Background: an optimization exercise with open tools, aiming at small area, a short achievable clock period and few clock cycles. Do not read the settings as production practice. Only simulation tests tie the RTL to the original design; equivalence was not proved. Power is estimated from default activity; no workload was simulated.

== the previous run ==
Design video_entropy_coder, start of the top module:
module video_entropy_coder (
    input  wire        clk,
    input  wire        rst,
    input  wire        cmd_valid,
    output wire        cmd_ready,
    input  wire [31:0] cmd,
    input  wire        coef_valid,
    output wire        coef_ready,
    input  wire [15:0] coef,
    output reg         tok_valid,
    output reg  [2:0]  tok_kind,
    output reg  [20:0] tok_val,
    output reg  [5:0]  tok_run,
    output reg  [3:0]  tok_len,
    output reg         tok_tab,
    output reg         diag_valid
);
Size in the first run: ~1200 flip-flops, ~91 I/O pins, about 53000 µm² of cells after synthesis.
export LEC_CHECK = 0
export CAP_MARGIN = 20
export CORE_MARGIN = 2
export CORE_UTILIZATION = 55
export CTS_CLUSTER_DIAMETER = 80
export CTS_CLUSTER_SIZE = 24
export PLACE_DENSITY = 0.7
export SLEW_MARGIN = 20
create_clock -name core_clock -period 11.0 [get_ports {clk}]
standard.sh (not shown) runs the stock make flow with config.mk's settings and CLKGATE_MAP_FILE= SYNTH_SCRIPT=/design/flow/synth_recipe.tcl, a recipe that flattens the netlist after the stock synthesis.
==> flow/flow/run.sh <==
#!/bin/bash
# The standard layout (the standard.sh: ORFS synthesis to final layout,
# unchanged), with the setup timing repair aimed below the design's clock
# period: repair_timing is asked for SETUP_SLACK_MARGIN ns of setup slack at
# the design's clock and constraints. The SDC is not changed.
set -o pipefail
export SETUP_SLACK_MARGIN=7.7
bash standard.sh > standard.log 2>&1
Testbench counts of the previous run, summed over its fixed seeds: cycles 99,164.
Input-level comparison between the current run and the previous run:
Settings: swapping 0.7 for 0.6 in PLACE_DENSITY; swapping 55 for 40 in CORE_UTILIZATION.
-- flow/flow/run.sh --
<<< the previous run, line 6
set -o pipefail
export SETUP_SLACK_MARGIN=7.7
bash standard.sh > standard.log 2>&1
>>> the current run, line 6
set -o pipefail
export SETUP_SLACK_MARGIN=7.5
bash standard.sh > standard.log 2>&1
==> notes.md <==
The current run reached the final stage; the timing, design-rule and antenna checks on its layout passed. Changes observed in the current run relative to the previous run: area growth from synthesis to layout +1.3 points, worst hold slack ~0 delta, standard-cell row count +19.

---

## run A
video_entropy_coder again, from the RTL that the note above started with.
==> flow/config.mk <==
export PLATFORM = sky130hd
export DESIGN_NAME = video_entropy_coder
export DESIGN_NICKNAME = video_entropy_coder
export VERILOG_FILES = /design/flow/design.v
export SDC_FILE = /design/flow/constraint.sdc
export NUM_CORES = 4
export LEC_CHECK = 0
export CAP_MARGIN = 20
export CORE_MARGIN = 2
export CORE_UTILIZATION = 55
export CTS_CLUSTER_DIAMETER = 80
export CTS_CLUSTER_SIZE = 24
export PLACE_DENSITY = 0.7
export SLEW_MARGIN = 20
export TNS_END_PERCENT = 20
==> flow/constraint.sdc <==
create_clock -name core_clock -period 11.0 [get_ports {clk}]
set_input_delay 2.2000 -clock core_clock [delete_from_list [all_inputs] [get_ports {clk}]]
set_output_delay 2.2000 -clock core_clock [all_outputs]
set_load 0.01 [all_outputs]
==> flow/flow/run.sh <==
#!/bin/bash
# The standard layout (the standard.sh: ORFS synthesis to final layout,
# unchanged), with the setup timing repair aimed below the design's clock
# period: repair_timing is asked for SETUP_SLACK_MARGIN ns of setup slack at
# the design's clock and constraints. The SDC is not changed.
set -o pipefail
export SETUP_SLACK_MARGIN=7.65
bash standard.sh > standard.log 2>&1
Testbench counts of run A, summed over its fixed seeds: cycles 99,164.
Input changes introduced in run B (baseline for comparison: run A):
Settings: CORE_UTILIZATION: 55 -> 65; TNS_END_PERCENT: 20 -> unset; PLACE_DENSITY: 0.7 -> 0.8.
--- a/flow/flow/run.sh
+++ b/flow/flow/run.sh
@@ -7 +7 @@
-export SETUP_SLACK_MARGIN=7.65
+export SETUP_SLACK_MARGIN=7.9
In the final design statistics, run B uses fewer standard cells in total than run A.
Summary: with run A as the reference, detailed-route wire length in run B moved down by a few percent.
Met3 layer usage reported by global route delta for run B relative to run A: 2.4 points higher
Compared with run A, run B shows a overall die height that is about 8% lower.
Run B vs run A: total power up slightly
Of run B and run A, the higher share of power burned in combinational logic belongs to run B.
Against run A, run B reports a net total in the final layout that is higher.
Run B — global-route usage 5.0 points higher, run A as reference
Going from run A to run B, final RePlAce weighted congestion grew by about 8%, worst setup slack after layout now larger.
### run B -> run C
Settings: changing CORE_UTILIZATION from 65 to 60; changing PLACE_DENSITY from 0.8 to 0.75.
--- a/flow/flow/run.sh
+++ b/flow/flow/run.sh
@@ -7 +7 @@
-export SETUP_SLACK_MARGIN=7.9
+export SETUP_SLACK_MARGIN=7.7
Results
- Setup slack in run C is 5.0 ps above run B.
- Diff run B -> run C: clock buffer and inverter area fraction after layout higher; post-CTS resize count now sits lower; area used by sequential logic in the layout held.
- Summary of the comparison: initial cell density of the core is lower in run C, relative to run B.
- Against run B, design area in run C fell slightly.
- Summary: with run B as the reference, number of non-clock inverters in the layout in run C moved down slightly.
- Cmp run C vs run B: layout overhead on the synthesized area lower in run C
- Taking run B as the reference point, the non-clock buffer count of run C falls by 8.5%.

what the ideal ports hide:
No port has a modelled driver above. Below, the same layouts with a new extraction and two added sets of constraints.
Step 1: set_driving_cell puts a clkbuf_16 on clk and a buf_2 on each other input, an assumption about the parent block.
Step 2, shift: input delay + t, output delay - t, t = (earliest + latest rising clock arrival at the registers) / 2. This alone moves slack from input paths to output paths.
a / b / c = ideal ports / drivers / drivers and shift; a / b = the first two.
| run | t, ns | setup slack, ns | worst register clock-pin slew, ns | worst slew at a driven data input, ns | cell pins on the clock port's net |
|---|---|---|---|---|---|
| the previous run | 0.752 | 7.626 / 7.550 / 7.030 | 0.10 / 0.10 | 0.05 | 1 |
| the current run | 0.798 | 7.517 / 7.464 / 6.950 | 0.10 / 0.10 | 0.06 | 1 |
| run A | 0.738 | 7.532 / 7.458 / 7.035 | 0.10 / 0.10 | 0.04 | 1 |
| run B | 0.762 | 7.604 / 7.535 / 6.992 | 0.11 / 0.11 | 0.06 | 1 |
| run C | 0.736 | 7.609 / 7.543 / 7.101 | 0.10 / 0.10 | 0.05 | 1 |
After both steps setup and hold are still met in every run listed. The setup slack of run B, which loses most, moves by -0.069 ns with the drivers and by -0.612 ns with both steps.
